This design comes from an exercise in tuning for small area on the open sky130 flow, not from production work. The RTL was checked by simulation tests, not by an equivalence proof against the original design. Power and IR drop assume default switching activity.

// dnet_master
module dnet_master (
    input  wire        clk,
    input  wire        rst,
    input  wire [3:0]  cfg_client_id,
    input  wire        cfg_strict,
    input  wire        cfg_csum_span,
    input  wire [7:0]  reg_idx,
    input  wire [15:0] reg_wdata,
    input  wire        reg_wr,
    input  wire        reg_rd,
    output wire [15:0] reg_rdata,
    output wire        tx_valid,
    output reg  [7:0]  tx_byte,
    input  wire        tx_ready,
    input  wire        rx_valid,
    input  wire [7:0]  rx_byte,
    output wire        rx_ready,
    input  wire        rx_timeout,
    output wire        done
);
Size in the first run: about 72 I/O pins.
==> flow/config.mk <==
export PLATFORM = sky130hd
export DESIGN_NAME = dnet_master
export DESIGN_NICKNAME = dnet_master
export VERILOG_FILES = /design/flow/design.v
export SDC_FILE = /design/flow/constraint.sdc
export NUM_CORES = 4
export LEC_CHECK = 0
export CAP_MARGIN = 0
export CORE_MARGIN = 2
export CORE_UTILIZATION = 62
export GPL_TIMING_DRIVEN = 0
export SLEW_MARGIN = 0
==> flow/constraint.sdc <==
create_clock -name core_clock -period 10.0 [get_ports {clk}]
set_input_delay 2.0000 -clock core_clock [delete_from_list [all_inputs] [get_ports {clk}]]
set_output_delay 2.0000 -clock core_clock [all_outputs]
set_load 0.01 [all_outputs]
standard.sh (not shown) runs the stock make flow with config.mk's settings and CLKGATE_MAP_FILE= SYNTH_SCRIPT=/design/flow/synth_recipe.tcl, a recipe that flattens the netlist after the stock synthesis.
==> flow/flow/run.sh <==
#!/bin/bash
# Layout flow: the standard flow (standard.sh: the standard synthesis,
# floorplan, power grid and tap cells, placement, routing), with these
# changes to the cells added after synthesis:
#  * Yosys/ABC buffers are removed at floorplan (as timing-driven global
#    placement would do, which is off here);
#  * the port buffers are sky130_fd_sc_hd__buf_1;
#  * the clock tree uses clkbuf_8 buffers for clusters of up to 16 sinks,
#    clkbuf_4 buffers above them, and
#    no dummy loads.
# Each tool writes its full log under orfs/logs; standard.sh's own output
# goes to standard.log in this folder.
set -euo pipefail
export REMOVE_ABC_BUFFERS=1
export BUFFER_PORTS_ARGS="-buffer_cell sky130_fd_sc_hd__buf_1"
export CTS_ARGS="-sink_clustering_enable -repair_clock_nets -dont_use_dummy_load -buf_list sky130_fd_sc_hd__clkbuf_4 -sink_clustering_buffer sky130_fd_sc_hd__clkbuf_8 -sink_clustering_size 16 -sink_clustering_max_diameter 60"
bash standard.sh > standard.log 2>&1
Next try:
- CORE_UTILIZATION: 62 -> 70
After rerunning: Now the flow finished but fails on max-capacitance violations, max-slew violations. Total power drops by 0.74%. Fmax drops by 1.3%. Core utilization climbs by 8.0 points. Final area drops by 0.39%. Via count climbs by 0.54%. Die area drops by 11%.
Next try:
--- a/flow/flow/run.sh
+++ b/flow/flow/run.sh
@@ -7,4 +7,3 @@
 #  * the port buffers are sky130_fd_sc_hd__buf_1;
-#  * the clock tree uses clkbuf_8 buffers for clusters of up to 16 sinks,
-#    clkbuf_4 buffers above them, and
+#  * the clock tree uses clkbuf_16 buffers in clusters of up to 28 sinks and
 #    no dummy loads.
@@ -15,3 +14,3 @@
 export BUFFER_PORTS_ARGS="-buffer_cell sky130_fd_sc_hd__buf_1"
-export CTS_ARGS="-sink_clustering_enable -repair_clock_nets -dont_use_dummy_load -buf_list sky130_fd_sc_hd__clkbuf_4 -sink_clustering_buffer sky130_fd_sc_hd__clkbuf_8 -sink_clustering_size 16 -sink_clustering_max_diameter 60"
+export CTS_ARGS="-sink_clustering_enable -repair_clock_nets -dont_use_dummy_load -buf_list sky130_fd_sc_hd__clkbuf_16 -sink_clustering_size 28 -sink_clustering_max_diameter 80"
 bash standard.sh > standard.log 2>&1
- CORE_UTILIZATION: 70 -> 50
Effect: Now the flow ran to the end with no violations. Sequential share of layout area fell by 1.1 points. Wire length went up by 7.4%. Combinational power hardly moves. Power rose by 4.4%. Worst setup slack gets better by 0.45 ns. Global-route usage fell by 11 points. Critical path depth goes up by 1. Count of clock-buffer cells in the layout came out lower by 14. Cell count grows by 6.3%. Via count fell by 2.9%.

dnet_master again, from the RTL that the note above started with.
clock: 10.0 ns
lec_check: 0
cap_margin: 0
core_margin: 2
core_utilization: 62
gpl_timing_driven: 0
slew_margin: 0
==> flow/flow/run.sh <==
#!/bin/bash
# Layout flow: the standard flow (standard.sh: the standard synthesis,
# floorplan, power grid and tap cells, placement, routing), with these
# changes to the cells added after synthesis:
#  * Yosys/ABC buffers are removed at floorplan (as timing-driven global
#    placement would do, which is off here);
#  * the port buffers are sky130_fd_sc_hd__buf_1;
#  * the clock tree uses clkbuf_8 buffers in clusters of up to 16 sinks and
#    no dummy loads.
# Each tool writes its full log under orfs/logs; standard.sh's own output
# goes to standard.log in this folder.
set -euo pipefail
export REMOVE_ABC_BUFFERS=1
export BUFFER_PORTS_ARGS="-buffer_cell sky130_fd_sc_hd__buf_1"
export CTS_ARGS="-sink_clustering_enable -repair_clock_nets -dont_use_dummy_load -buf_list sky130_fd_sc_hd__clkbuf_8 -sink_clustering_size 16 -sink_clustering_max_diameter 60"
bash standard.sh > standard.log 2>&1
The baseline went through all stages and came out clean.
==> next run, changes <==
==> flow/flow/run.sh (replaced) <==
#!/bin/bash
# Layout flow: the standard flow (standard.sh, unchanged synthesis,
# floorplan, power grid and tap cells), with two changes to how cells are
# added during placement and clock tree synthesis:
#  * the port buffers are the smallest buffer, sky130_fd_sc_hd__buf_1;
#  * the clock tree uses clkbuf_8 buffers in small sink clusters and no
#    dummy loads.
# Every tool's output goes to the ORFS logs under orfs/logs; standard.sh's
# own output goes to standard.log in this folder.
set -euo pipefail
export BUFFER_PORTS_ARGS="-buffer_cell sky130_fd_sc_hd__buf_1"
export CTS_ARGS="-sink_clustering_enable -repair_clock_nets -dont_use_dummy_load -buf_list sky130_fd_sc_hd__clkbuf_8 -sink_clustering_size 12 -sink_clustering_max_diameter 50"
bash standard.sh > standard.log 2>&1
--- a/flow/config.mk
+++ b/flow/config.mk
@@ -8 +8 @@
-export CAP_MARGIN = 0
+export CAP_MARGIN = 20
@@ -10 +10 @@
-export CORE_UTILIZATION = 62
+export CORE_UTILIZATION = 60
@@ -12 +12 @@
-export SLEW_MARGIN = 0
+export SLEW_MARGIN = 20
Synthesized area does not change.
Cell area is higher by 1.5%.
Die area is higher by 3.3%.
Combinational power is higher by 12%.
First-iteration DRC count is higher by 3.5%.
==> next run, changes <==
==> flow/flow/run.sh (replaced) <==
#!/bin/bash
# Layout flow: the standard flow (standard.sh: the standard synthesis,
# floorplan, power grid and tap cells, placement, routing), with these
# changes to the cells added after synthesis:
#  * Yosys/ABC buffers are removed at floorplan (as timing-driven global
#    placement would do, which is off here);
#  * the port buffers are sky130_fd_sc_hd__buf_1;
#  * the clock tree uses clkbuf_8 buffers in clusters of up to 16 sinks and
#    no dummy loads;
#  * after global routing, cells on paths with positive slack are sized down
#    (ORFS's power recovery step, RECOVER_POWER).
# Each tool writes its full log under orfs/logs; standard.sh's own output
# goes to standard.log in this folder.
set -euo pipefail
export REMOVE_ABC_BUFFERS=1
export RECOVER_POWER=100
export BUFFER_PORTS_ARGS="-buffer_cell sky130_fd_sc_hd__buf_1"
export CTS_ARGS="-sink_clustering_enable -repair_clock_nets -dont_use_dummy_load -buf_list sky130_fd_sc_hd__clkbuf_8 -sink_clustering_size 16 -sink_clustering_max_diameter 60"
bash standard.sh > standard.log 2>&1
--- a/flow/config.mk
+++ b/flow/config.mk
@@ -8 +8 @@
-export CAP_MARGIN = 20
+export CAP_MARGIN = 0
@@ -10 +10 @@
-export CORE_UTILIZATION = 60
+export CORE_UTILIZATION = 50
@@ -12 +12 @@
-export SLEW_MARGIN = 20
+export SLEW_MARGIN = 0
With this change the flow finished with max-capacitance violations, max-slew violations left.
Worst setup slack degrades by 0.12 ns.
Routed wire length fell by 2.4%.
Sequential share of layout area rose by 0.66 points.
Register-to-register slack degrades by 1.4 ns.
Core utilization fell by 11 points.
Combinational power fell by 11%.
Via count fell by 5.6%.
Final cell count rose by 0.35%.
Area after synthesis stays the same.
Worst hold slack improves by 0.0061 ns.
Total power fell by 2.9%.
==> next run, changes <==
==> flow/run.sh (new file) <==
#!/bin/bash
# synth_recipe.tcl (not shown) runs the flow's synth.tcl, then flattens the netlist and writes it again
# the make line also repeats each setting of config.mk as NAME=value (left out here)
make -C /OpenROAD-flow-scripts/flow DESIGN_CONFIG=/design/flow/config.mk WORK_HOME=/design/flow/orfs CLKGATE_MAP_FILE= SYNTH_SCRIPT=/design/flow/synth_recipe.tcl finish
--- a/flow/config.mk
+++ b/flow/config.mk
@@ -8 +8 @@
-export CAP_MARGIN = 0
+export CAP_MARGIN = 20
@@ -10,3 +10,5 @@
-export CORE_UTILIZATION = 50
-export GPL_TIMING_DRIVEN = 0
-export SLEW_MARGIN = 0
+export CORE_UTILIZATION = 60
+export CTS_BUF_LIST = sky130_fd_sc_hd__clkbuf_8
+export CTS_CLUSTER_DIAMETER = 50
+export CTS_CLUSTER_SIZE = 12
+export SLEW_MARGIN = 20
removed: flow/flow/run.sh
removed: flow/standard.sh
After rerunning:
- The changed run passed the timing, DRC and antenna checks
- first-iteration DRC count climbs by 29%
- sequential share of layout area drops by 1.8 points
- worst hold slack is about the same

port drivers added, routing unchanged:
The flow's constraints put no driver on any port. The routed layouts listed below were extracted and timed again, unchanged, in two steps.
Step 1 sets driving cells, clkbuf_16 on the clock port and buf_2 on the other inputs (assumed; they add their load-dependent delay and slew).
Step 2 also shifts input and output timing later by t, the mid clock arrival at the registers, as if the neighbouring blocks saw the same clock.
a / b / c = ideal ports / drivers / drivers and shift; a / b = the first two.
| run | t (ns) | slack for setup (ns) | worst setup path at the end |
|---|---|---|---|
| the first run of note 1 | 0.881 | 1.407 / 1.371 / 1.371 | input to output |
| the second run of note 1 | 0.881 | 1.298 / 1.272 / 1.272 | input to output |
| the third run of note 1 | 0.664 | 1.749 / 1.726 / 1.726 | input to output |
| the first run of note 2 | 0.681 | 1.498 / 1.462 / 1.462 | input to output |
| the second run of note 2 | 0.710 | 1.377 / 1.339 / 1.339 | input to output |
| the third run of note 2 | 0.704 | 1.259 / 1.236 / 1.236 | input to output |
| the fourth run of note 2 | 0.758 | 1.680 / 1.653 / 1.653 | input to output |
The setup slack of the second run of note 2, which loses most, moves by -0.038 ns with the drivers and by -0.038 ns with both steps.
